Background: an optimization exercise with open tools, aiming at a short achievable clock period and few clock cycles. Do not read the settings as production practice. Function was not checked in any run shown here: the RTL went through the layout flow alone. Power and IR drop assume default switching activity.

==> flow/design.v <==
module phony_cpu (
    input  wire        clk,
    input  wire        rst,
    input  wire [31:0] ps,
    input  wire [31:0] stack_start,
    input  wire [31:0] ivt,
    output reg         mem_req,
    output reg         mem_we,
    output reg  [15:0] mem_addr,
    output reg  [7:0]  mem_wdata,
    input  wire        mem_ready,
    input  wire [7:0]  mem_rdata,
    output wire        halted,
    output wire        faulted,
    output wire [2:0]  fault_code,
    input  wire [3:0]  dbg_sel,
    output reg  [31:0] dbg_data
);
    localparam [2:0] E_NONE     = 3'd0,
                     E_OPCODE   = 3'd1,
                     E_REGISTER = 3'd2,
                     E_ADDRESS  = 3'd3,
                     E_OVERFLOW = 3'd4,
                     E_UNDERFLOW= 3'd5;
    localparam [1:0] F_EQ = 2'd0, F_LT = 2'd1, F_GT = 2'd2;
    localparam [7:0] OP_MOVRR   = 8'h00, OP_MOVRU8  = 8'h01, OP_MOVRU16 = 8'h02,
                     OP_MOVRU32 = 8'h03, OP_MOVRM   = 8'h04, OP_MOVMR   = 8'h05,
                     OP_MOVMU8  = 8'h06, OP_MOVMU16 = 8'h07, OP_MOVMU32 = 8'h08,
                     OP_ADDRR   = 8'h09, OP_ADDRU8  = 8'h0A, OP_ADDRU16 = 8'h0B,
                     OP_ADDRU32 = 8'h0C, OP_ADDRM   = 8'h0D, OP_ADDMR   = 8'h0E,
                     OP_INCR    = 8'h0F, OP_INCM    = 8'h10, OP_PUSHR   = 8'h11,
                     OP_PUSHM   = 8'h12, OP_PUSHU8  = 8'h13, OP_PUSHU16 = 8'h14,
                     OP_PUSHU32 = 8'h15, OP_POPR    = 8'h16, OP_CMPR    = 8'h17,
                     OP_CMPU8   = 8'h18, OP_CMPU16  = 8'h19, OP_CMPU32  = 8'h1A,
                     OP_JMP     = 8'h1B, OP_JGE     = 8'h1C, OP_JGTE    = 8'h1D,
                     OP_JLT     = 8'h1E, OP_JLTE    = 8'h1F, OP_CALL    = 8'h20,
                     OP_LOAD    = 8'h21, OP_STORER  = 8'h22, OP_STOREU8 = 8'h23,
                     OP_STOREU16= 8'h24, OP_STOREU32= 8'h25, OP_INT     = 8'h26,
                     OP_INTR    = 8'h27, OP_HALT    = 8'h28, OP_RET     = 8'h29;
    localparam [2:0] S_RUN   = 3'd0,   
                     S_RD    = 3'd1,   
                     S_WR    = 3'd2,   
                     S_HALTP = 3'd3,   
                     S_FAULTP= 3'd4,   
                     S_HALT  = 3'd5,
                     S_FAULT = 3'd6,
                     S_POST  = 3'd7;   
    localparam integer ICB = 8;
    localparam integer DSW = 3;
    localparam [7:0] PF_I = 8'd192;
    localparam integer QD = 8;
    reg [2:0]  state;
    reg [31:0] rf [0:10];
    reg [1:0]  flags;
    reg        in_int;
    reg [2:0]  fcode;
    wire [31:0] ip = rf[0];
    wire [31:0] sp = rf[1];
    wire [31:0] fp = rf[2];
    reg [31:0] ps_r;
    reg [31:0] ivt_r;
    always @(posedge clk) begin
        if (rst) begin
            ps_r  <= ps;
            ivt_r <= ivt;
        end
    end
    reg [71:0] ir;          
    reg [15:0] ma;          
    reg        rbe;         
    reg [63:0] wb;          
    reg [3:0]  wlen;        
    reg        rd8;         
    reg [1:0]  fidx;        
    reg [31:0] tmp;         
    reg [31:0] retaddr;     
    reg [31:0] mdata;       
    reg [31:0] rfs;         
    reg [31:0] rret;        
    reg [15:0] nt;          
    reg        nt_ok;       
    function [3:0] op_len(input [7:0] o);
        case (o)
            OP_MOVRR, OP_MOVRU8, OP_ADDRR, OP_ADDRU8, OP_PUSHU16, OP_CMPR, OP_CMPU8: op_len = 4'd3;
            OP_MOVRU16, OP_ADDRU16: op_len = 4'd4;
            OP_MOVRU32, OP_MOVRM, OP_MOVMR, OP_MOVMU8, OP_ADDRU32, OP_ADDRM, OP_ADDMR,
            OP_LOAD, OP_STORER, OP_STOREU8: op_len = 4'd6;
            OP_MOVMU16, OP_STOREU16: op_len = 4'd7;
            OP_MOVMU32, OP_CMPU32, OP_STOREU32: op_len = 4'd9;
            OP_INCR, OP_PUSHR, OP_PUSHU8, OP_POPR, OP_INT, OP_INTR: op_len = 4'd2;
            OP_INCM, OP_PUSHM, OP_PUSHU32, OP_CMPU16, OP_JMP, OP_JGE, OP_JGTE, OP_JLT,
            OP_JLTE, OP_CALL: op_len = 4'd5;
            default: op_len = 4'd1;   
        endcase
    endfunction
    function [31:0] rsel(input [7:0] b);
        case (b[3:0])
            4'd0: rsel = rf[0];
            4'd1: rsel = rf[1];
            4'd2: rsel = rf[2];
            4'd3: rsel = rf[3];
            4'd4: rsel = rf[4];
            4'd5: rsel = rf[5];
            4'd6: rsel = rf[6];
            4'd7: rsel = rf[7];
            4'd8: rsel = rf[8];
            4'd9: rsel = rf[9];
            4'd10: rsel = rf[10];
            default: rsel = 32'd0;
        endcase
    endfunction
    function in_mem(input [31:0] a, input [2:0] n);
        reg [32:0] last;
        begin
            last   = {1'b0, a} + {30'd0, n} - 33'd1;
            in_mem = (last[32:16] == 17'd0);
        end
    endfunction
    function [31:0] bswap(input [31:0] v);
        bswap = {v[7:0], v[15:8], v[23:16], v[31:24]};
    endfunction
    localparam integer IRW = ICB - 4;
    localparam integer INR = 1 << IRW;
    localparam integer ITW = 16 - ICB;
    localparam integer DNS = 1 << DSW;
    localparam integer DTW = 12 - DSW;
    wire [ITW*INR-1:0] itag;         
    wire [INR-1:0]     irow_clr;     
    wire [DTW*DNS-1:0] dtag0, dtag1; 
    reg  [DNS-1:0]     dlru;         
    reg        iq_flush;             
    reg [127:0] iq;                  
    reg [15:0]  iqv;
    reg  [15:0] qip;                 
    reg  [11:0] qip1;                
    reg  [11:0] qip2;                
    wire [15:0] pa_base = iq_flush ? ip[15:0] : qip;
    wire [11:0] a_l0 = iq_flush ? ip[15:4] : qip1;
    wire [11:0] a_l1 = iq_flush ? ip[15:4] + 12'd1 : qip2;
    wire [IRW-1:0] a_r0 = a_l0[IRW-1:0];
    wire [IRW-1:0] a_r1 = a_l1[IRW-1:0];
    wire a_hit0 = (itag[ITW*a_r0 +: ITW] == a_l0[11:IRW]);
    wire a_hit1 = (itag[ITW*a_r1 +: ITW] == a_l1[11:IRW]);
    wire [127:0] a_bdat;             
    wire [15:0]  a_bval;
    wire [11:0] j_l0 = nt[15:4];
    reg  [11:0] nt1;                 
    wire [11:0] j_l1 = nt1;
    wire [IRW-1:0] j_r0 = j_l0[IRW-1:0];
    wire [IRW-1:0] j_r1 = j_l1[IRW-1:0];
    wire j_hit0 = (itag[ITW*j_r0 +: ITW] == j_l0[11:IRW]);
    wire j_hit1 = (itag[ITW*j_r1 +: ITW] == j_l1[11:IRW]);
    wire [127:0] j_bdat;
    wire [15:0]  j_bval;
    reg  [15:0] nb;                  
    wire [15:0] pb = ma;
    wire [11:0] b_l0 = pb[15:4];
    reg  [11:0] ma1;                 
    wire [11:0] b_l1 = ma1;
    wire [DSW-1:0] b_s0 = b_l0[DSW-1:0];
    wire [DSW-1:0] b_s1 = b_l1[DSW-1:0];
    wire [1:0] b_h0 = {dtag1[DTW*b_s0 +: DTW] == b_l0[11:DSW], dtag0[DTW*b_s0 +: DTW] == b_l0[11:DSW]};
    wire [1:0] b_h1 = {dtag1[DTW*b_s1 +: DTW] == b_l1[11:DSW], dtag0[DTW*b_s1 +: DTW] == b_l1[11:DSW]};
    wire [127:0] b_bdat;
    wire [15:0]  b_bval;
    wire [11:0] w_l0 = ma[15:4];
    wire [11:0] w_l1 = ma1;
    wire [IRW-1:0] iw_r0 = w_l0[IRW-1:0];
    wire [IRW-1:0] iw_r1 = w_l1[IRW-1:0];
    wire iw_hit0 = (itag[ITW*iw_r0 +: ITW] == w_l0[11:IRW]);
    wire iw_hit1 = (itag[ITW*iw_r1 +: ITW] == w_l1[11:IRW]);
    wire [DSW-1:0] w_s0 = w_l0[DSW-1:0];
    wire [DSW-1:0] w_s1 = w_l1[DSW-1:0];
    wire [1:0] w_h0 = {dtag1[DTW*w_s0 +: DTW] == w_l0[11:DSW], dtag0[DTW*w_s0 +: DTW] == w_l0[11:DSW]};
    wire [1:0] w_h1 = {dtag1[DTW*w_s1 +: DTW] == w_l1[11:DSW], dtag0[DTW*w_s1 +: DTW] == w_l1[11:DSW]};
    wire w_new0 = (w_h0 == 2'b00);
    wire w_new1 = (w_h1 == 2'b00);
    wire w_way0 = w_h0[1] ? 1'b1 : w_h0[0] ? 1'b0 : dlru[w_s0];
    wire w_way1 = w_h1[1] ? 1'b1 : w_h1[0] ? 1'b0 : dlru[w_s1];
    reg [127:0] C;
    reg [15:0]  CV;
    integer ci;
    always @* begin
        for (ci = 0; ci < 16; ci = ci + 1) begin
            C[8*ci +: 8] = a_bdat[8*((pa_base[3:0] + ci) & 15) +: 8];
            CV[ci]       = a_bval[(pa_base[3:0] + ci) & 15];
        end
    end
    reg [127:0] J;
    reg [15:0]  JV;
    integer ji;
    always @* begin
        for (ji = 0; ji < 16; ji = ji + 1) begin
            J[8*ji +: 8] = j_bdat[8*((nt[3:0] + ji) & 15) +: 8];
            JV[ji]       = j_bval[(nt[3:0] + ji) & 15];
        end
    end
    reg [127:0] B;
    reg [15:0]  BV;
    integer bi;
    always @* begin
        for (bi = 0; bi < 16; bi = bi + 1) begin
            B[8*bi +: 8] = b_bdat[8*((pb[3:0] + bi) & 15) +: 8];
            BV[bi]       = b_bval[(pb[3:0] + bi) & 15];
        end
    end
    wire [71:0] W  = iq[71:0];
    wire [8:0]  WV = iqv[8:0];
    wire [7:0] op = W[7:0];
    wire [3:0] len = op_len(op);
    wire [7:0] b1 = W[15:8];
    wire [7:0] b2 = W[23:16];
    wire [7:0] b3 = W[31:24];
    wire [7:0] b4 = W[39:32];
    wire [7:0] b5 = W[47:40];
    wire [7:0] b6 = W[55:48];
    wire [7:0] b7 = W[63:56];
    wire [7:0] b8 = W[71:64];
    reg [8:0] need;    
    always @* begin
        case (len)
            4'd1: need = 9'h001;
            4'd2: need = 9'h003;
            4'd3: need = 9'h007;
            4'd4: need = 9'h00F;
            4'd5: need = 9'h01F;
            4'd6: need = 9'h03F;
            4'd7: need = 9'h07F;
            default: need = 9'h1FF;
        endcase
    end
    wire all_v = &(WV | ~need);
    reg [3:0] first_miss;
    integer fi;
    always @* begin
        first_miss = 4'd0;
        for (fi = 8; fi >= 0; fi = fi - 1)
            if (!WV[fi]) first_miss = fi;
    end
    wire [32:0] ip_last = {1'b0, ip} + {29'd0, len} - 33'd1;
    wire ip_end_bad = (ip_last[32:16] != 17'd0);
    wire [31:0] addr_at1 = {b4, b3, b2, b1};
    wire [31:0] addr_at2 = {b5, b4, b3, b2};
    wire        reg1_ok = (b1 <= 8'd10);
    wire        reg2_ok = (b2 <= 8'd10);
    wire        reg5_ok = (b5 <= 8'd10);
    wire [31:0] v1 = rsel(b1);
    wire [31:0] v2 = rsel(b2);
    wire [31:0] v5 = rsel(b5);
    reg uses_r1, uses_r2, uses_r5;
    always @* begin
        uses_r1 = 1'b0; uses_r2 = 1'b0; uses_r5 = 1'b0;
        case (op)
            OP_MOVRR, OP_ADDRR, OP_CMPR: begin uses_r1 = 1'b1; uses_r2 = 1'b1; end
            OP_MOVRU8, OP_MOVRU16, OP_MOVRU32, OP_MOVRM, OP_ADDRU8, OP_ADDRU16, OP_ADDRU32,
            OP_ADDRM, OP_INCR, OP_PUSHR, OP_POPR, OP_LOAD, OP_STORER, OP_INTR: uses_r1 = 1'b1;
            OP_MOVMR, OP_ADDMR: uses_r5 = 1'b1;
            default: ;
        endcase
    end
    wire reg_bad = (uses_r1 && !reg1_ok) || (uses_r2 && !reg2_ok) || (uses_r5 && !reg5_ok);
    wire at2 = (op == OP_MOVRM) || (op == OP_ADDRM) || (op == OP_LOAD) || (op == OP_STORER);
    wire [31:0] aoff = at2 ? addr_at2 : addr_at1;
    wire [32:0] ea33 = {1'b0, ps_r} + {1'b0, aoff};
    wire [31:0] ea   = ea33[31:0];
    wire        ea_ovf = ea33[32];
    wire [15:0] ea16_1 = ps_r[15:0] + {b2, b1};
    wire [15:0] ea16_2 = ps_r[15:0] + {b3, b2};
    wire [15:0] ea16   = at2 ? ea16_2 : ea16_1;
    reg [31:0] imm_r;
    always @* begin
        case (op)
            OP_MOVRU8, OP_ADDRU8:   imm_r = {24'd0, b2};
            OP_MOVRU16, OP_ADDRU16: imm_r = {16'd0, b3, b2};
            default:                imm_r = {b5, b4, b3, b2};
        endcase
    end
    reg [31:0] imm_m;
    reg [2:0]  imm_m_n;
    always @* begin
        case (op)
            OP_MOVMU8, OP_STOREU8:   begin imm_m = {24'd0, b5};     imm_m_n = 3'd1; end
            OP_MOVMU16, OP_STOREU16: begin imm_m = {16'd0, b6, b5}; imm_m_n = 3'd2; end
            default:                 begin imm_m = {b8, b7, b6, b5}; imm_m_n = 3'd4; end
        endcase
    end
    reg [31:0] imm_p;
    always @* begin
        case (op)
            OP_PUSHU8:  imm_p = {24'd0, b1};
            OP_PUSHU16: imm_p = {16'd0, b2, b1};
            default:    imm_p = {b4, b3, b2, b1};
        endcase
    end
    reg [31:0] cmp_a, cmp_b;
    always @* begin
        case (op)
            OP_CMPR:  begin cmp_a = v1;                 cmp_b = v2; end
            OP_CMPU8: begin cmp_a = {24'd0, b1};        cmp_b = {24'd0, b2}; end
            OP_CMPU16:begin cmp_a = {16'd0, b2, b1};    cmp_b = {16'd0, b4, b3}; end
            default:  begin cmp_a = {b4, b3, b2, b1};   cmp_b = {b8, b7, b6, b5}; end
        endcase
    end
    wire [1:0] cmp_res = (cmp_a > cmp_b) ? F_GT : (cmp_a < cmp_b) ? F_LT : F_EQ;
    wire push_under = (sp < 32'd4);
    wire push_addr  = (sp > 32'h0001_0000);
    wire frame_under0 = (sp == 32'd0);
    wire frame_under  = (sp < 32'd24);
    wire [31:0] int_idx = (op == OP_INT) ? {24'd0, b1} : v1;
    wire [34:0] int_t   = {3'd0, ivt_r} + {1'b0, int_idx, 2'b00};
    wire [31:0] ip_next = ip + {28'd0, len};
    wire jmp_taken = (op == OP_JMP) ||
                     ((op == OP_JGE || op == OP_JGTE) && flags == F_GT) ||
                     ((op == OP_JLT || op == OP_JLTE) && flags == F_LT);
    wire [7:0]  iop   = ir[7:0];
    wire [7:0]  ib1   = ir[15:8];
    wire [7:0]  ib5   = ir[47:40];
    wire [31:0] iv1   = rsel(ib1);
    wire [31:0] iv5   = rsel(ib5);
    wire [3:0]  ilen  = op_len(iop);
    wire [31:0] iip_next = ip + {28'd0, ilen};
    wire        i_frame = (iop == OP_CALL) || (iop == OP_INT) || (iop == OP_INTR);
    wire        i_push  = (iop == OP_PUSHR) || (iop == OP_PUSHM) || (iop == OP_PUSHU8) ||
                          (iop == OP_PUSHU16) || (iop == OP_PUSHU32);
    function [63:0] frame_pair(input [1:0] k);
        case (k)
            2'd0: frame_pair = {bswap(rf[3]), bswap(rf[4])};
            2'd1: frame_pair = {bswap(rf[5]), bswap(rf[6])};
            default: frame_pair = {bswap(retaddr), bswap(32'd24)};
        endcase
    endfunction
    wire [63:0] dw  = B[63:0];
    wire [7:0]  dwv = BV[7:0];
    wire [7:0]  rd_v   = dwv | (rd8 ? 8'h00 : 8'hF0);
    wire        rd_ok  = &rd_v;
    wire [31:0] rd_word = rbe ? bswap(dw[31:0]) : dw[31:0];
    wire [31:0] rd_word2 = bswap(dw[63:32]);
    reg  [2:0]  rd_miss;
    integer ri;
    always @* begin
        rd_miss = 3'd0;
        for (ri = 7; ri >= 0; ri = ri - 1)
            if (!rd_v[ri]) rd_miss = ri;
    end
    reg [7:0] wmask_len;
    always @* begin
        case (wlen)
            4'd1: wmask_len = 8'h01;
            4'd2: wmask_len = 8'h03;
            4'd4: wmask_len = 8'h0F;
            default: wmask_len = 8'hFF;
        endcase
    end
    wire        i_addm = (iop == OP_ADDMR) || (iop == OP_INCM);
    wire [31:0] msum   = wb[31:0] + ((iop == OP_INCM) ? 32'd1 : iv5);
    wire [63:0] wbe    = i_addm ? {32'd0, msum} : wb;
    reg [7:0] wneed;
    integer ni;
    always @* begin
        for (ni = 0; ni < 8; ni = ni + 1)
            wneed[ni] = wmask_len[ni] && !(dwv[ni] && dw[8*ni +: 8] == wbe[8*ni +: 8]);
    end
    reg [15:0] qa [0:QD-1];
    reg [63:0] qd [0:QD-1];
    reg [7:0]  qm [0:QD-1];
    reg [2:0]  qh, qt;
    reg [3:0]  qn;
    wire        q_ne  = (qn != 4'd0);
    wire [7:0]  hm    = qm[qh];
    reg  [2:0]  hk;
    integer hi;
    always @* begin
        hk = 3'd0;
        for (hi = 7; hi >= 0; hi = hi - 1)
            if (hm[hi]) hk = hi;
    end
    wire [7:0] hm_rest = hm & ~(8'h01 << hk);
    wire q_full = (qn == QD);
    wire wr_enq = (state == S_WR) && (wneed != 8'h00);
    wire wr_go  = (state == S_WR) && !q_full;
    reg        fon;             
    reg [15:0] fptr;            
    reg [7:0]  fcnt;            
    reg        don;             
    reg [15:0] dptr;
    reg [15:0] dend;
    reg        istall;          
    reg        rq_req, rq_we;
    reg        rq_k;            
    reg [15:0] rq_addr;
    reg [7:0]  rq_wdata;
    always @* begin
        mem_req   = rq_req;
        mem_we    = rq_we;
        mem_addr  = rq_addr;
        mem_wdata = rq_wdata;
    end
    wire acc     = rq_req && mem_ready;
    wire q_deq1  = acc && rq_we;                    
    wire q_pop   = q_deq1 && (hm_rest == 8'd0);
    wire ex_cwe  = wr_go;                           
    wire          ex_cross = ({1'b0, ma[3:0]} + {1'b0, wlen}) > 5'd16;
    wire [15:0] fa = rq_addr;                       
    wire [IRW-1:0] ifrow = fa[ICB-1:4];
    wire [DSW-1:0] dfset = fa[DSW+3:4];
    wire fill_i = acc && !rq_we && !rq_k &&         
                  !(ex_cwe && (ifrow == iw_r0 || (ex_cross && ifrow == iw_r1)));
    wire fill_d = acc && !rq_we && rq_k &&          
                  !(ex_cwe && (dfset == w_s0 || (ex_cross && dfset == w_s1)));
    wire fill_wr = fill_i || fill_d;
    wire [3:0] qn_next = qn - {3'd0, q_pop} + {3'd0, wr_go && wr_enq};
    wire q_empty_next = (qn_next == 4'd0);
    reg        dreq_i;          
    reg [15:0] daddr_i;
    reg        dreq_d;          
    reg [15:0] daddr_d;
    function qconf(input [15:0] a);
        integer qi;
        reg [15:0] df;
        begin
            qconf = 1'b0;
            for (qi = 0; qi < QD; qi = qi + 1) begin
                df = a - qa[qi];
                if (df[15:3] == 13'd0 && qm[qi][df[2:0]]) qconf = 1'b1;
            end
            df = a - ma;
            if (wr_go && df[15:4] == 12'd0 && df[3:0] < wlen) qconf = 1'b1;
        end
    endfunction
    wire halting = (state == S_HALT) || (state == S_FAULT);
    wire [15:0] dptr_n = fill_d ? dptr + 16'd1 : dptr;
    wire        don_n  = don && !(fill_d && dptr == dend) && !halting;
    wire        f_redir = dreq_i && !(fon && fptr == daddr_i);
    wire [15:0] fptr_n = f_redir ? daddr_i : fill_i ? fptr + 16'd1 : fptr;
    wire        fon_n  = (f_redir || (fon && !(fill_i && fcnt == 8'd1))) && !halting;
    wire        istall_n = dreq_i;
    wire [15:0] fdist = fptr - ip[15:0];
    wire fnear = (fdist[15:4] == 12'd0) && (qn < 4'd6) && (state == S_RUN);
    wire [2:0]  qh_n = q_pop ? qh + 3'd1 : qh;
    wire [7:0]  hm_n = q_pop ? qm[qh + 3'd1] : q_deq1 ? hm_rest : hm;
    wire        q_ne_n = ((qn - {3'd0, q_pop}) != 4'd0);
    reg  [2:0]  hk_n;
    integer hn;
    always @* begin
        hk_n = 3'd0;
        for (hn = 7; hn >= 0; hn = hn - 1)
            if (hm_n[hn]) hk_n = hn;
    end
    wire dconf_n = qconf(dptr_n);
    wire fconf_n = qconf(fptr_n);
    wire sel_d_n = don_n && !dconf_n;
    wire sel_f_n = !sel_d_n && !(don_n && dconf_n) && fon_n && (istall_n || fnear) && !fconf_n;
    wire sel_q_n = !sel_d_n && !sel_f_n && q_ne_n;
    wire sel_r_n = sel_d_n || sel_f_n || (!sel_q_n && fon_n && !fconf_n);
    always @(posedge clk) begin
        if (rst) begin
            rq_req <= 1'b0;
            rq_we  <= 1'b0;
            rq_k   <= 1'b0;
        end else begin
            rq_req   <= sel_q_n || sel_r_n;
            rq_we    <= sel_q_n;
            rq_k     <= sel_d_n;
            rq_addr  <= sel_q_n ? (qa[qh_n] + {13'd0, hk_n}) : sel_d_n ? dptr_n : fptr_n;
            rq_wdata <= qd[qh_n][8*hk_n +: 8];
        end
    end
    wire ifhit = (itag[ITW*ifrow +: ITW] == fa[15:ICB]);
    wire [1:0] f_h = {dtag1[DTW*dfset +: DTW] == fa[15:DSW+4], dtag0[DTW*dfset +: DTW] == fa[15:DSW+4]};
    wire f_new = (f_h == 2'b00);
    wire f_way = f_h[1] ? 1'b1 : f_h[0] ? 1'b0 : dlru[dfset];
    reg [15:0]  ewe;            
    reg [127:0] ewd;
    reg [3:0]   kb;
    integer eb;
    always @* begin
        for (eb = 0; eb < 16; eb = eb + 1) begin
            kb = eb - ma[3:0];
            ewe[eb] = ex_cwe && (kb < wlen);
            ewd[8*eb +: 8] = wbe[8*kb[2:0] +: 8];
        end
    end
    integer ls;
    always @(posedge clk) begin
        for (ls = 0; ls < DNS; ls = ls + 1) begin
            if (ex_cwe && w_s0 == ls)
                dlru[ls] <= !w_way0;
            else if (ex_cwe && ex_cross && w_s1 == ls)
                dlru[ls] <= !w_way1;
            else if (fill_d && dfset == ls)
                dlru[ls] <= !f_way;
        end
    end
    genvar gb, gr, gw;
    generate
        for (gr = 0; gr < INR; gr = gr + 1) begin : itg
            reg [ITW-1:0] t;
            wire newf = fill_i && (ifrow == gr) && !ifhit;
            always @(posedge clk)
                if (newf) t <= fa[15:ICB];
            assign itag[ITW*gr +: ITW] = t;
            assign irow_clr[gr] = newf;
        end
        for (gb = 0; gb < 16; gb = gb + 1) begin : ib
            wire [8*INR-1:0] dv;
            wire [INR-1:0]   vv;
            wire [IRW-1:0]   arow = (gb < pa_base[3:0]) ? a_r1 : a_r0;
            wire [IRW-1:0]   wrow = (gb < ma[3:0]) ? iw_r1 : iw_r0;
            wire             whit = (gb < ma[3:0]) ? iw_hit1 : iw_hit0;
            assign a_bdat[8*gb +: 8] = dv[8*arow +: 8];
            assign a_bval[gb] = vv[arow] && ((gb < pa_base[3:0]) ? a_hit1 : a_hit0);
            wire [IRW-1:0]   jrow = (gb < nt[3:0]) ? j_r1 : j_r0;
            assign j_bdat[8*gb +: 8] = dv[8*jrow +: 8];
            assign j_bval[gb] = vv[jrow] && ((gb < nt[3:0]) ? j_hit1 : j_hit0);
            for (gr = 0; gr < INR; gr = gr + 1) begin : en
                reg [7:0] d;
                reg       v;
                wire ew = ewe[gb] && whit && (wrow == gr);
                wire fw = fill_i && (fa[3:0] == gb) && (ifrow == gr);
                always @(posedge clk) begin
                    if (ew)
                        d <= ewd[8*gb +: 8];
                    else if (fw)
                        d <= mem_rdata;
                    if (rst)
                        v <= 1'b0;
                    else if (ew || fw)
                        v <= 1'b1;
                    else if (irow_clr[gr])
                        v <= 1'b0;
                end
                assign dv[8*gr +: 8] = d;
                assign vv[gr] = v;
            end
        end
        for (gw = 0; gw < 2; gw = gw + 1) begin : dwy
            wire [DTW*DNS-1:0] tv;
            wire [DNS-1:0]     set_clr;
            for (gr = 0; gr < DNS; gr = gr + 1) begin : dtg
                reg [DTW-1:0] t;
                wire new0 = ex_cwe && (w_s0 == gr) && w_new0 && (w_way0 == gw);
                wire new1 = ex_cwe && ex_cross && (w_s1 == gr) && w_new1 && (w_way1 == gw);
                wire newf = fill_d && (dfset == gr) && f_new && (f_way == gw);
                always @(posedge clk) begin
                    if (new0)
                        t <= w_l0[11:DSW];
                    else if (new1)
                        t <= w_l1[11:DSW];
                    else if (newf)
                        t <= fa[15:DSW+4];
                end
                assign tv[DTW*gr +: DTW] = t;
                assign set_clr[gr] = new0 || new1 || newf;
            end
            for (gb = 0; gb < 16; gb = gb + 1) begin : db
                wire [8*DNS-1:0] dv;
                wire [DNS-1:0]   vv;
                wire [DSW-1:0]   wset = (gb < ma[3:0]) ? w_s1 : w_s0;
                wire             wway = (gb < ma[3:0]) ? w_way1 : w_way0;
                for (gr = 0; gr < DNS; gr = gr + 1) begin : en
                    reg [7:0] d;
                    reg       v;
                    wire ew = ewe[gb] && (wway == gw) && (wset == gr);
                    wire fw = fill_d && (f_way == gw) && (fa[3:0] == gb) && (dfset == gr);
                    always @(posedge clk) begin
                        if (ew)
                            d <= ewd[8*gb +: 8];
                        else if (fw)
                            d <= mem_rdata;
                        if (rst)
                            v <= 1'b0;
                        else if (ew || fw)
                            v <= 1'b1;
                        else if (set_clr[gr])
                            v <= 1'b0;
                    end
                    assign dv[8*gr +: 8] = d;
                    assign vv[gr] = v;
                end
            end
        end
        assign dtag0 = dwy[0].tv;
        assign dtag1 = dwy[1].tv;
        for (gb = 0; gb < 16; gb = gb + 1) begin : pbk
            wire [DSW-1:0] bset = (gb < pb[3:0]) ? b_s1 : b_s0;
            wire [1:0]     bh   = (gb < pb[3:0]) ? b_h1 : b_h0;
            wire [7:0] d0 = dwy[0].db[gb].dv[8*bset +: 8];
            wire [7:0] d1 = dwy[1].db[gb].dv[8*bset +: 8];
            wire       v0 = dwy[0].db[gb].vv[bset];
            wire       v1 = dwy[1].db[gb].vv[bset];
            assign b_bdat[8*gb +: 8] = bh[1] ? d1 : d0;
            assign b_bval[gb] = (bh[0] && v0) || (bh[1] && v1);
        end
    endgenerate
    reg  [3:0] s_amt;           
    reg        s_flush;         
    reg        s_loadb;         
    wire run_ok = (state == S_RUN) && !iq_flush && (ip[31:16] == 16'd0) && WV[0] &&
                  (op <= OP_RET) && !ip_end_bad && all_v && !reg_bad;
    wire [15:0] wdist = ma + 16'd8 - qip;
    wire wr_near = (wdist < 16'd40);
    always @* begin
        s_amt   = 4'd0;
        s_flush = 1'b0;
        s_loadb = 1'b0;
        nb      = ma;
        case (state)
            S_RUN: begin
                case (op)
                    OP_MOVRR, OP_MOVRU8, OP_MOVRU16, OP_MOVRU32, OP_ADDRR, OP_ADDRU8,
                    OP_ADDRU16, OP_ADDRU32, OP_INCR: begin
                        if (run_ok) begin
                            if (b1 == 8'd0) s_flush = 1'b1;
                            else s_amt = len;
                        end
                    end
                    OP_CMPR, OP_CMPU8, OP_CMPU16, OP_CMPU32:
                        if (run_ok) s_amt = len;
                    OP_JMP, OP_JGE, OP_JGTE, OP_JLT, OP_JLTE:
                        if (run_ok) begin
                            if (jmp_taken && nt_ok) s_loadb = 1'b1;
                            else if (jmp_taken) s_flush = 1'b1;
                            else s_amt = len;
                        end
                    OP_CALL:
                        if (run_ok) s_flush = 1'b1;
                    OP_MOVRM, OP_LOAD, OP_ADDRM, OP_ADDMR, OP_INCM, OP_PUSHM, OP_POPR,
                    OP_MOVMR, OP_STORER, OP_MOVMU8, OP_MOVMU16, OP_MOVMU32,
                    OP_STOREU8, OP_STOREU16, OP_STOREU32,
                    OP_PUSHR, OP_PUSHU8, OP_PUSHU16, OP_PUSHU32:
                        if (run_ok) s_amt = len;
                    default: ;
                endcase
                case (op)
                    OP_PUSHR, OP_PUSHU8, OP_PUSHU16, OP_PUSHU32: nb = sp[15:0] - 16'd4;
                    OP_POPR: nb = sp[15:0];
                    OP_CALL: nb = sp[15:0] - 16'd8;
                    OP_INT, OP_INTR: nb = in_int ? int_t[15:0] : sp[15:0] - 16'd8;
                    OP_RET: nb = fp[15:0];
                    default: nb = ea16;
                endcase
            end
            S_RD: begin
                if (rd_ok) begin
                    case (iop)
                        OP_MOVRM, OP_LOAD, OP_POPR: begin
                            if (ib1 == 8'd0) s_flush = 1'b1;
                        end
                        OP_ADDRM: ;
                        OP_INT, OP_INTR: s_flush = 1'b1;
                        OP_PUSHM: nb = sp[15:0] - 16'd4;
                        OP_ADDMR, OP_INCM: ;
                        default: begin  
                            nb = ma + 16'd8;
                            if (fidx == 2'd1) s_flush = 1'b1;
                        end
                    endcase
                end
            end
            S_POST: begin
                if (ib1 == 8'd0) s_flush = 1'b1;
            end
            S_WR: begin
                if (wr_go) begin
                    if (wr_near) s_flush = 1'b1;
                    if (i_frame) begin
                        if (fidx != 2'd2)
                            nb = ma - 16'd8;
                        else if (iop != OP_CALL)
                            nb = tmp[15:0];
                    end
                end
            end
            default: ;
        endcase
    end
    wire [15:0] ipq_next = s_loadb ? nt : pa_base + {12'd0, s_amt};
    reg [127:0] iq_n;
    reg [15:0]  iqv_n;
    reg [15:0]  fdq;            
    integer qj;
    always @* begin
        fdq = fa - ipq_next;
        for (qj = 0; qj < 16; qj = qj + 1) begin
            if (iq_flush) begin
                iq_n[8*qj +: 8] = C[8*qj +: 8];
                iqv_n[qj]       = CV[qj];
            end else if (s_loadb) begin
                iq_n[8*qj +: 8] = J[8*qj +: 8];
                iqv_n[qj]       = JV[qj];
            end else if (qj + s_amt < 16) begin
                iq_n[8*qj +: 8] = iq[8*(qj + s_amt) +: 8];
                iqv_n[qj]       = iqv[qj + s_amt];
            end else begin
                iq_n[8*qj +: 8] = C[8*(qj + s_amt - 16) +: 8];
                iqv_n[qj]       = CV[qj + s_amt - 16];
            end
            if (fill_wr && fdq == qj) begin
                iq_n[8*qj +: 8] = mem_rdata;
                iqv_n[qj]       = 1'b1;
            end
        end
    end
    always @(posedge clk) begin
        if (rst) begin
            iq_flush <= 1'b1;
            iqv      <= 16'd0;
        end else begin
            iq       <= iq_n;
            iqv      <= s_flush ? 16'd0 : iqv_n;
            iq_flush <= s_flush;
        end
    end
    wire [3:0]  nt_j1 = s_amt + 4'd1;
    wire [3:0]  nt_j2 = s_amt + 4'd2;
    wire [15:0] nt_n  = ps_r[15:0] + {iq[8*nt_j2 +: 8], iq[8*nt_j1 +: 8]};
    always @(posedge clk) begin
        ma   <= nb;
        ma1  <= nb[15:4] + 12'd1;
        qip  <= ipq_next;
        qip1 <= ipq_next[15:4] + 12'd1;
        qip2 <= ipq_next[15:4] + 12'd2;
        nt  <= nt_n;
        nt1 <= nt_n[15:4] + 12'd1;
        nt_ok <= !iq_flush && !s_flush && !s_loadb && iqv[nt_j1] && iqv[nt_j2];
    end
    integer qk;
    always @(posedge clk) begin
        if (rst) begin
            fon <= 1'b0;
            don <= 1'b0;
            istall <= 1'b0;
            for (qk = 0; qk < QD; qk = qk + 1)
                qm[qk] <= 8'd0;
            qh  <= 3'd0;
            qt  <= 3'd0;
            qn  <= 4'd0;
        end else begin
            if (state == S_HALT || state == S_FAULT) begin
                fon <= 1'b0;
                don <= 1'b0;
            end else begin
                if (dreq_d && !don) begin
                    don  <= 1'b1;
                    dptr <= daddr_d;
                    dend <= ma + (rd8 ? 16'd7 : 16'd3);
                end else if (fill_d) begin
                    dptr <= dptr + 16'd1;
                    if (dptr == dend) don <= 1'b0;
                end
                if (f_redir) begin
                    fon  <= 1'b1;
                    fptr <= daddr_i;
                    fcnt <= PF_I;
                end else if (fill_i) begin
                    fptr <= fptr + 16'd1;
                    fcnt <= fcnt - 8'd1;
                    if (fcnt == 8'd1) fon <= 1'b0;
                end
            end
            if (q_deq1) begin
                qm[qh] <= hm_rest;
                if (hm_rest == 8'd0) qh <= qh + 3'd1;
            end
            if (wr_go && wr_enq) begin
                qa[qt] <= ma;
                qd[qt] <= wbe;
                qm[qt] <= wneed;
                qt <= qt + 3'd1;
            end
            qn <= qn_next;
            istall <= dreq_i;
        end
    end
    always @* begin
        dreq_i  = 1'b0;
        daddr_i = ip[15:0] + {12'd0, first_miss};
        if (state == S_RUN && !iq_flush && ip[31:16] == 16'd0)
            dreq_i = !WV[0] || (op <= OP_RET && !ip_end_bad && !all_v);
        dreq_d  = (state == S_RD) && !rd_ok;
        daddr_d = ma + {13'd0, rd_miss};
    end
    always @(posedge clk) begin
        case (state)
        S_RUN: begin
            rbe     <= (op == OP_POPR) || (op == OP_RET);
            rd8     <= (op == OP_RET);
            retaddr <= ip_next;
            tmp     <= int_t[31:0];
            case (op)
                OP_MOVMR: begin
                    wb   <= {32'd0, v5};
                    wlen <= 4'd4;
                end
                OP_STORER: begin
                    wb   <= {32'd0, v1};
                    wlen <= 4'd4;
                end
                OP_MOVMU8, OP_MOVMU16, OP_MOVMU32, OP_STOREU8, OP_STOREU16, OP_STOREU32: begin
                    wb   <= {32'd0, imm_m};
                    wlen <= {1'b0, imm_m_n};
                end
                OP_PUSHR, OP_PUSHU8, OP_PUSHU16, OP_PUSHU32: begin
                    wb   <= {32'd0, bswap((op == OP_PUSHR) ? v1 : imm_p)};
                    wlen <= 4'd4;
                end
                default: begin  
                    wb   <= {bswap(rf[3]), bswap(rf[4])};
                    wlen <= 4'd8;
                end
            endcase
        end
        S_RD: begin
            case (iop)
                OP_ADDMR, OP_INCM: begin
                    wb   <= {32'd0, rd_word};    
                    wlen <= 4'd4;
                end
                OP_PUSHM: begin
                    wb   <= {32'd0, bswap(rd_word)};
                    wlen <= 4'd4;
                end
                default: ;
            endcase
            mdata <= rd_word;
            if (fidx == 2'd0) begin
                rfs  <= rd_word;
                rret <= rd_word2;
            end
            if (fidx == 2'd1)
                tmp <= fp + rfs;
        end
        S_WR: begin
            if (wr_go && i_frame && fidx != 2'd2)
                wb <= frame_pair(fidx + 2'd1);
        end
        default: ;
        endcase
    end
    integer k;
    always @(posedge clk) begin
        if (rst) begin
            state  <= S_RUN;
            rf[0]  <= ps;
            rf[1]  <= stack_start;
            rf[2]  <= stack_start;
            for (k = 3; k <= 10; k = k + 1)
                rf[k] <= 32'd0;
            flags  <= F_EQ;
            in_int <= 1'b0;
            fcode  <= E_NONE;
        end else begin
            case (state)
            S_RUN: begin
                ir   <= W;
                fidx <= 2'd0;
                if (iq_flush) begin
                end else if (ip[31:16] != 16'd0) begin
                    fcode <= E_ADDRESS;
                    state <= S_FAULTP;
                end else if (!WV[0]) begin
                end else if (op > OP_RET) begin
                    fcode <= E_OPCODE;
                    state <= S_FAULTP;
                end else if (ip_end_bad) begin
                    fcode <= E_ADDRESS;
                    state <= S_FAULTP;
                end else if (!all_v) begin
                end else if (reg_bad) begin
                    fcode <= E_REGISTER;
                    state <= S_FAULTP;
                end else begin
                    case (op)
                    OP_MOVRR: begin
                        rf[0] <= ip_next;
                        rf[b1[3:0]] <= v2;
                    end
                    OP_MOVRU8, OP_MOVRU16, OP_MOVRU32: begin
                        rf[0] <= ip_next;
                        rf[b1[3:0]] <= imm_r;
                    end
                    OP_ADDRR: begin
                        rf[0] <= ip_next;
                        rf[b1[3:0]] <= v1 + v2;
                    end
                    OP_ADDRU8, OP_ADDRU16, OP_ADDRU32: begin
                        rf[0] <= ip_next;
                        rf[b1[3:0]] <= v1 + imm_r;
                    end
                    OP_INCR: begin
                        rf[0] <= ip_next;
                        rf[b1[3:0]] <= v1 + 32'd1;
                    end
                    OP_CMPR, OP_CMPU8, OP_CMPU16, OP_CMPU32: begin
                        rf[0] <= ip_next;
                        flags <= cmp_res;
                    end
                    OP_MOVRM, OP_LOAD, OP_ADDRM, OP_ADDMR, OP_INCM, OP_PUSHM: begin
                        if (ea_ovf) begin
                            fcode <= E_OVERFLOW;
                            state <= S_FAULTP;
                        end else if (!in_mem(ea, 3'd4)) begin
                            fcode <= E_ADDRESS;
                            state <= S_FAULTP;
                        end else if (op == OP_PUSHM && push_under) begin
                            fcode <= E_UNDERFLOW;
                            state <= S_FAULTP;
                        end else if (op == OP_PUSHM && push_addr) begin
                            fcode <= E_ADDRESS;
                            state <= S_FAULTP;
                        end else begin
                            state <= S_RD;
                        end
                    end
                    OP_MOVMR, OP_STORER, OP_MOVMU8, OP_MOVMU16, OP_MOVMU32,
                    OP_STOREU8, OP_STOREU16, OP_STOREU32: begin
                        if (ea_ovf) begin
                            fcode <= E_OVERFLOW;
                            state <= S_FAULTP;
                        end else if (!in_mem(ea, (op == OP_MOVMR || op == OP_STORER) ? 3'd4 : imm_m_n)) begin
                            fcode <= E_ADDRESS;
                            state <= S_FAULTP;
                        end else begin
                            state <= S_WR;
                        end
                    end
                    OP_PUSHR, OP_PUSHU8, OP_PUSHU16, OP_PUSHU32: begin
                        if (push_under) begin
                            fcode <= E_UNDERFLOW;
                            state <= S_FAULTP;
                        end else if (push_addr) begin
                            fcode <= E_ADDRESS;
                            state <= S_FAULTP;
                        end else begin
                            state <= S_WR;
                        end
                    end
                    OP_POPR: begin
                        if (!in_mem(sp, 3'd4)) begin
                            fcode <= E_ADDRESS;
                            state <= S_FAULTP;
                        end else begin
                            state <= S_RD;
                        end
                    end
                    OP_JMP, OP_JGE, OP_JGTE, OP_JLT, OP_JLTE: begin
                        if (jmp_taken) begin
                            if (ea_ovf) begin
                                fcode <= E_OVERFLOW;
                                state <= S_FAULTP;
                            end else
                                rf[0] <= ea;
                        end else
                            rf[0] <= ip_next;
                    end
                    OP_CALL: begin
                        if (frame_under0) begin
                            fcode <= E_UNDERFLOW;
                            state <= S_FAULTP;
                        end else if (push_addr) begin
                            fcode <= E_ADDRESS;
                            state <= S_FAULTP;
                        end else if (frame_under) begin
                            fcode <= E_UNDERFLOW;
                            state <= S_FAULTP;
                        end else if (ea_ovf) begin
                            fcode <= E_OVERFLOW;
                            state <= S_FAULTP;
                        end else begin
                            rf[0]   <= ea;
                            state   <= S_WR;
                        end
                    end
                    OP_INT, OP_INTR: begin
                        if (!in_int && frame_under0) begin
                            fcode <= E_UNDERFLOW;
                            state <= S_FAULTP;
                        end else if (!in_int && push_addr) begin
                            fcode <= E_ADDRESS;
                            state <= S_FAULTP;
                        end else if (!in_int && frame_under) begin
                            fcode <= E_UNDERFLOW;
                            state <= S_FAULTP;
                        end else if (int_t[34:32] != 3'd0) begin
                            fcode <= E_OVERFLOW;
                            state <= S_FAULTP;
                        end else if (!in_mem(int_t[31:0], 3'd4)) begin
                            fcode <= E_ADDRESS;
                            state <= S_FAULTP;
                        end else begin
                            if (in_int)
                                state <= S_RD;
                            else
                                state <= S_WR;
                        end
                    end
                    OP_RET: begin
                        if ((({1'b0, fp} + 33'd23) >> 16) != 33'd0) begin
                            fcode <= E_ADDRESS;
                            state <= S_FAULTP;
                        end else begin
                            state <= S_RD;
                        end
                    end
                    default: begin  
                        state <= S_HALTP;
                    end
                    endcase
                end
            end
            S_RD: begin
                if (rd_ok) begin
                    case (iop)
                    OP_MOVRM, OP_LOAD: begin
                        rf[0] <= iip_next;
                        rf[ib1[3:0]] <= rd_word;
                        state <= S_RUN;
                    end
                    OP_ADDRM: begin
                        state <= S_POST;
                    end
                    OP_ADDMR, OP_INCM, OP_PUSHM: begin
                        state <= S_WR;
                    end
                    OP_POPR: begin
                        rf[0] <= iip_next;
                        rf[1] <= sp + 32'd4;
                        rf[ib1[3:0]] <= rd_word;
                        state <= S_RUN;
                    end
                    OP_INT, OP_INTR: begin
                        rf[0] <= rd_word;
                        state <= S_RUN;
                    end
                    default: begin  
                        case (fidx)
                        2'd0: fidx <= 2'd1;
                        2'd1: begin
                            if ((({1'b0, fp} + {1'b0, rfs}) >> 32) != 33'd0) begin
                                fcode <= E_OVERFLOW;
                                state <= S_FAULTP;
                            end else begin
                                rf[0] <= rret;
                                rf[6] <= rd_word;
                                rf[5] <= rd_word2;
                                fidx  <= 2'd2;
                            end
                        end
                        default: begin
                            rf[4] <= rd_word;
                            rf[3] <= rd_word2;
                            rf[1] <= fp + 32'd24;
                            rf[2] <= tmp;
                            state <= S_RUN;
                        end
                        endcase
                    end
                    endcase
                end
            end
            S_POST: begin
                rf[0] <= iip_next;
                rf[ib1[3:0]] <= iv1 + mdata;
                state <= S_RUN;
            end
            S_WR: begin
                if (wr_go) begin
                    if (i_frame) begin
                        if (fidx != 2'd2) begin
                            fidx <= fidx + 2'd1;
                        end else begin
                            rf[1] <= sp - 32'd24;
                            rf[2] <= sp - 32'd24;
                            if (iop == OP_CALL) begin
                                state <= S_RUN;
                            end else begin
                                in_int   <= 1'b1;
                                state    <= S_RD;
                            end
                        end
                    end else begin
                        if (i_push)
                            rf[1] <= sp - 32'd4;
                        rf[0] <= iip_next;
                        state <= S_RUN;
                    end
                end
            end
            S_HALTP: if (q_empty_next) state <= S_HALT;
            S_FAULTP: if (q_empty_next) state <= S_FAULT;
            default: ;  
            endcase
        end
    end
    assign halted     = (state == S_HALT);
    assign faulted    = (state == S_FAULT);
    assign fault_code = fcode;
    always @* begin
        if (dbg_sel <= 4'd10)
            dbg_data = rf[dbg_sel];
        else if (dbg_sel == 4'd11)
            dbg_data = {28'd0, in_int, (flags == F_GT) ? 3'd4 : (flags == F_LT) ? 3'd2 : 3'd0};
        else
            dbg_data = 32'd0;
    end
endmodule
==> flow/run.sh <==
#!/bin/bash
# synth_recipe.tcl (not shown) runs the flow's synth.tcl, then flattens the netlist and writes it again
# the make line also repeats each setting of config.mk as NAME=value (left out here)
make -C /OpenROAD-flow-scripts/flow DESIGN_CONFIG=/design/flow/config.mk WORK_HOME=/design/flow/orfs CLKGATE_MAP_FILE= SYNTH_SCRIPT=/design/flow/synth_recipe.tcl finish
==> flow/config.mk <==
export PLATFORM = sky130hd
export DESIGN_NAME = phony_cpu
export DESIGN_NICKNAME = phony_cpu
export VERILOG_FILES = /design/flow/design.v
export SDC_FILE = /design/flow/constraint.sdc
export NUM_CORES = 8
export LEC_CHECK = 0
export ABC_AREA = 1
export CAP_MARGIN = 40
export CORE_MARGIN = 2
export CORE_UTILIZATION = 60
export SETUP_SLACK_MARGIN = 4
export SLEW_MARGIN = 30
export TNS_END_PERCENT = 10
==> flow/constraint.sdc <==
create_clock -name core_clock -period 10.0 [get_ports {clk}]
set_input_delay 2.0000 -clock core_clock [delete_from_list [all_inputs] [get_ports {clk}]]
set_output_delay 2.0000 -clock core_clock [all_outputs]
set_load 0.01 [all_outputs]
==> results of run 1 <==
==> metal layers <==
| metal | global-route usage, % | GRT overflow |
|---|---|---|
| met3 | 73.6 | 1279 |
| met5 | 55.2 | 158 |
| met2 | 93.2 | 4324 |
| met1 | 83.0 | 1320 |
| met4 | 76.3 | 2112 |
==> how the worst max path moves through the flow <==
stage                     from             endpoint  slack (ps)
2_1_floorplan  iq[6]$_DFFE_PN_     iq[10]$_DFFE_PP_        2510
4_1_cts        iq[6]$_DFFE_PN_     iq[61]$_DFFE_PN_        1750
3_5_place_dp    ma1[1]$_DFF_P_  rf[3][10]$_DFFE_PP_         420
3_3_place_gp    ma1[1]$_DFF_P_      ma[2]$_DFFE_PP_        -430
==> power groups by stage <==
stage                     clock, mW  combinational, mW  sequential, mW
after floorplan                   0               54.9            34.2
after detailed placement          0                116            35.1
after global placement            0                113            35.1
after CTS                      27.5                124            34.6
==> synthesized netlist by cell type (180+ instances only) <==
cell type,instances
buf_2,239
xnor2_1,196
clkinv_1,180
clkbuf_1,3737
a21oi_1,3399
ha_1,845
o21ai_0,9284
nor3_1,336
nand3_1,4147
a221oi_1,957
xor2_1,710
nor2_1,4233
edfxtp_1,5973
o211ai_1,1051
o22ai_1,1260
o21ai_1,241
inv_1,4624
buf_1,440
a22o_1,513
o221ai_1,473
dfxtp_1,659
nand2_1,13798
==> cell families after synthesis <==
family	after synthesis	synth area share, %
flip-flops	6632	42.8
buffers and inverters	9341	7.90
multiplexers	137	0.305
XOR/XNOR	906	1.76
adder cells (fa/ha/maj)	880	2.51
AND/OR/NAND/NOR	23192	21.1
AO/OA/AOI/OAI	18253	23.6
==> repair_timing <==
action                                  4_1_cts
cloned                                      136
pin swaps                                   551
endpoints found under the setup margin     9549
setup buffers                               931
gates resized for setup                    3312
==> through the flow <==
| step | setup TNS [ps] | std cells | util, % | instance area, um^2 |
|---|---|---|---|---|
| after floorplan | 0 | 59341 | - | 451000 |
| after global placement | -1280 | 67625 | 63.2 | 471000 |
| after detailed placement | 0 | 67893 | 63.7 | 475000 |
| after CTS | 0 | 70300 | 70.3 | 524000 |
==> metrics.csv, run 1 <==
stage,metric,value,unit
outcome,status,did not finish,
outcome,stage where the flow stopped,global routing,
outcome,First Err,[ERROR GRT-0116] Global routing finished with congestion. Check the congestion regions in the DRC Viewer.,
global_route,vias in the first global route,536690,
yosys,fraction of registers with async set/reset,0,%
placed_design,GPL Wtd Cong,1.38,
placed_design,number of buffers added on ports,173,
yosys,Yosys reg bits,6632,
yosys,syn_nets,60332,
yosys,Yosys top cell area share,39.9,%
floorplanning,Horiz. Die Dim,870,um
floorplanning,row cnt,317,
floorplanning,die span in y,870,um
yosys,synthesized area per cell,7.58,um^2
clocking,clock tree buffer depth,4,
clocking,Root Buffer,clkbuf_16,
global_route,Tot GR Track Use,82.2,%
yosys,"area leader, netlist",edfxtp_1,
yosys,Unique masters post-synth,87,
clocking,hold_buf cts,0,
floorplanning,I/O pin cnt,174,
yosys,Yosys warning count,1,
yosys,Synth Instances,59341,
yosys,ranking of synthesized cells by area,"edfxtp_1 (40%), nand2_1 (12%), o21ai_0 (10%)",
floorplanning,Initial Utilization,60.3,%
global_route,first-pass GRT wire length,4450000,um
placed_design,final HPWL from detailed placement,1950000,um
clocking,total CTS buffers,717,
yosys,"Primary FF master, synth",edfxtp_1,
yosys,mapped cell area,450000,um^2
global_route,largest net degree at the start of global routing,239,
clocking,Sink Count,6632,
global_route,total grt overflow,9193,
yosys,register area share after synthesis,42.8,%
clocking,CTS HTree Levels,6,
yosys,Post-synth EDFFs,5973,
placed_design,Setup WS pre-CTS,416,ps
==> run 2, diff against run 1 <==
--- a/flow/design.v
+++ b/flow/design.v
@@ -595,8 +595,7 @@
     reg  [3:0] s_amt;           
     reg        s_flush;         
     reg        s_loadb;         
-    wire run_ok = (state == S_RUN) && !iq_flush && (ip[31:16] == 16'd0) && WV[0] &&
-                  (op <= OP_RET) && !ip_end_bad && all_v && !reg_bad;
+    wire run_ok = (state == S_RUN) && !iq_flush && WV[0] && all_v;
     wire [15:0] wdist = ma + 16'd8 - qip;
     wire wr_near = (wdist < 16'd40);
     always @* begin
@@ -677,10 +676,11 @@
     wire [15:0] ipq_next = s_loadb ? nt : pa_base + {12'd0, s_amt};
     reg [127:0] iq_n;
     reg [15:0]  iqv_n;
-    reg [15:0]  fdq;            
+    wire [15:0] fd0 = fa - pa_base;    
+    wire [15:0] fdl = fa - nt;         
+    reg         byp;
     integer qj;
     always @* begin
-        fdq = fa - ipq_next;
         for (qj = 0; qj < 16; qj = qj + 1) begin
             if (iq_flush) begin
                 iq_n[8*qj +: 8] = C[8*qj +: 8];
@@ -695,7 +695,8 @@
                 iq_n[8*qj +: 8] = C[8*(qj + s_amt - 16) +: 8];
                 iqv_n[qj]       = CV[qj + s_amt - 16];
             end
-            if (fill_wr && fdq == qj) begin
+            byp = s_loadb ? (fdl == qj) : (fd0 == qj + s_amt);
+            if (fill_wr && byp) begin
                 iq_n[8*qj +: 8] = mem_rdata;
                 iqv_n[qj]       = 1'b1;
             end
@@ -713,15 +714,31 @@
     end
     wire [3:0]  nt_j1 = s_amt + 4'd1;
     wire [3:0]  nt_j2 = s_amt + 4'd2;
-    wire [15:0] nt_n  = ps_r[15:0] + {iq[8*nt_j2 +: 8], iq[8*nt_j1 +: 8]};
+    reg  [15:0] ntc [0:9];
+    reg  [11:0] ntc1 [0:9];
+    integer tc;
+    always @* begin
+        for (tc = 0; tc < 10; tc = tc + 1) begin
+            ntc[tc]  = ps_r[15:0] + {iq[8*(tc+2) +: 8], iq[8*(tc+1) +: 8]};
+            ntc1[tc] = ntc[tc][15:4] + 12'd1;
+        end
+    end
+    wire [15:0] nt_n  = ntc[s_amt];
+    wire [11:0] nt1_n = ntc1[s_amt];
+    wire [11:0] pb1 = pa_base[15:4] + 12'd1;
+    wire [11:0] pb2 = pa_base[15:4] + 12'd2;
+    wire [11:0] pb3 = pa_base[15:4] + 12'd3;
+    wire        pcy = ({1'b0, pa_base[3:0]} + {1'b0, s_amt}) > 5'd15;
+    reg  [11:0] nt2;                  
     always @(posedge clk) begin
         ma   <= nb;
         ma1  <= nb[15:4] + 12'd1;
         qip  <= ipq_next;
-        qip1 <= ipq_next[15:4] + 12'd1;
-        qip2 <= ipq_next[15:4] + 12'd2;
+        qip1 <= s_loadb ? nt1 : pcy ? pb2 : pb1;
+        qip2 <= s_loadb ? nt2 : pcy ? pb3 : pb2;
         nt  <= nt_n;
-        nt1 <= nt_n[15:4] + 12'd1;
+        nt1 <= nt1_n;
+        nt2 <= nt1_n + 12'd1;
         nt_ok <= !iq_flush && !s_flush && !s_loadb && iqv[nt_j1] && iqv[nt_j2];
     end
     integer qk;
--- a/flow/config.mk
+++ b/flow/config.mk
@@ -9,6 +9,6 @@
 export CAP_MARGIN = 40
 export CORE_MARGIN = 2
 export CORE_UTILIZATION = 60
-export SETUP_SLACK_MARGIN = 4
+export SETUP_SLACK_MARGIN = 3
 export SLEW_MARGIN = 30
-export TNS_END_PERCENT = 10
+export TNS_END_PERCENT = 0
==> run 2 against run 1 <==
  * The flow again stops in global routing
  * Synthesized cell count is 5.2% higher
  * Area after synthesis is 3.2% higher
==> metrics.csv, run 2 <==
stage,metric,value,unit,change
clocking,clock tree buffer depth,4,,unchanged
floorplanning,row cnt,323,,was 317
floorplanning,I/O pin cnt,174,,unchanged
global_route,total grt overflow,3027,,
yosys,fraction of registers with async set/reset,0,%,unchanged
yosys,Yosys reg bits,6644,,"was 6,632"
yosys,syn_nets,63596,,"was 60,332"
placed_design,GPL Wtd Cong,1.41,,was 1.38
clocking,total CTS buffers,717,,unchanged
floorplanning,die span in y,884,um,was 870 um
yosys,share of the synthesized area in compound gates (AO/OA/AOI/OAI),22.5,%,was 23.6%
yosys,"area leader, netlist",edfxtp_1,,unchanged
yosys,"count leader, synth",nand2_1,,unchanged
yosys,largest family of logic cells by synthesized area,simple AND/OR/NAND/NOR gates,,was compound AO/OA/AOI/OAI gates
yosys,Post-Synth Adder-Cell Area,2.92,%,was 2.51%
outcome,status,did not finish,,unchanged
floorplanning,Horiz. Die Dim,884,um,was 870 um
global_route,Tot GR Track Use,82.5,%,
yosys,"Primary FF master, synth",edfxtp_1,,unchanged
yosys,Yosys warning count,3,,was 1
yosys,Synth Instances,62430,,"was 59,341"
yosys,synthesized area per cell,7.44,um^2,was 7.58 um^2
global_route,vias in the first global route,556626,,
yosys,register area share after synthesis,41.5,%,was 42.8%
global_route,first-pass GRT wire length,4660000,um,
outcome,stage where the flow stopped,global routing,,unchanged
placed_design,number of buffers added on ports,173,,unchanged
yosys,synth cell count leaders,"nand2_1 (15,286), o21ai_0 (9,423), edfxtp_1 (5,973)",,"was nand2_1 (13,798), o21ai_0 (9,284), edfxtp_1 (5,973)"
clocking,Root Buffer,clkbuf_16,,unchanged
yosys,ranking of synthesized cells by area,"edfxtp_1 (39%), nand2_1 (12%), o21ai_0 (10%)",,"was edfxtp_1 (40%), nand2_1 (12%), o21ai_0 (10%)"
yosys,Yosys top cell area share,38.6,%,was 39.9%
yosys,post-synthesis mux area share,0.185,%,was 0.305%
yosys,synthesized-area fraction occupied by and/or/nand/nor cells,23.1,%,was 21.1%
placed_design,final HPWL from detailed placement,2150000,um,"was 1,950,000 um"
yosys,Post-synth EDFFs,5973,,unchanged
yosys,mapped cell area,464000,um^2,"was 450,000 um^2"
clocking,Sink Count,6644,,"was 6,632"
clocking,CTS HTree Levels,6,,unchanged
yosys,XOR/XNOR Fraction of Synth Area,1.81,%,was 1.76%
global_route,largest net degree at the start of global routing,262,,
outcome,First Err,[ERROR GRT-0116] Global routing finished with congestion. Check the congestion regions in the DRC Viewer.,,unchanged
floorplanning,Initial Utilization,60.1,%,was 60.3%
yosys,Unique masters post-synth,89,,was 87
## run 2: cell types whose count changed after synthesis, moves of 165 or more
cell / change
a21oi_1: -347
a221oi_1: -266
clkbuf_1: -223
ha_1: +165
inv_1: +292
nand2_1: +1488
nand3_1: +1044
nand4_1: +172
o211ai_1: +165
## run 2: power by group through the flow
stage                     Sequential [mW]  Combinational, mW  Clock, mW
after CTS                            34.8                128       28.4
after detailed placement             35.4                125          0
after global placement               35.4                122          0
after floorplan                      34.3               59.0          0
## run 2: logic make-up after synthesis
family                     Yosys count
DFF                               6644
buffers and inverters             9666
xor gates and xnor gates           957
adders and majority gates         1055
muxes                               86
and+or+nand+nor                  26007
AOI/OAI and AO/OA                18015
## run 2: how the worst max path moves through the flow
stage | end | slack (ps) | cells after the start
floorplan | rq_addr[14]$_DFFE_PN_ | 2890 | 47
global placement | state[1]$_SDFFE_PP0P_ | -770 | 38
detailed placement | state[2]$_SDFFE_PP0P_ | 480 | 44
CTS | state[2]$_SDFFE_PP0P_ | 2050 | 45
## run 2: repair_timing
action,4_1_cts
pin swaps,72
hold buffers,0
gates resized for setup,606
endpoints found under the setup margin,5257
buffers inserted,164
gates cloned,13
## run 2: metal layers
layer / GRT overflow / track usage (%)
met1: 158 / 84.3
met2: 1572 / 93.7
met3: 212 / 72.8
met4: 1059 / 76.5
met5: 26 / 51.4
## run 2: metrics by stage
step	cell area (um^2)	setup WS, ps	std cells	hold slack [ps]	power [mW]
4_1_cts	520000	2050	72986	341	191
3_5_place_dp	490000	476	71468	428	160
3_3_place_gp	486000	-774	71163	425	157
2_1_floorplan	464000	2890	62430	403	93.3
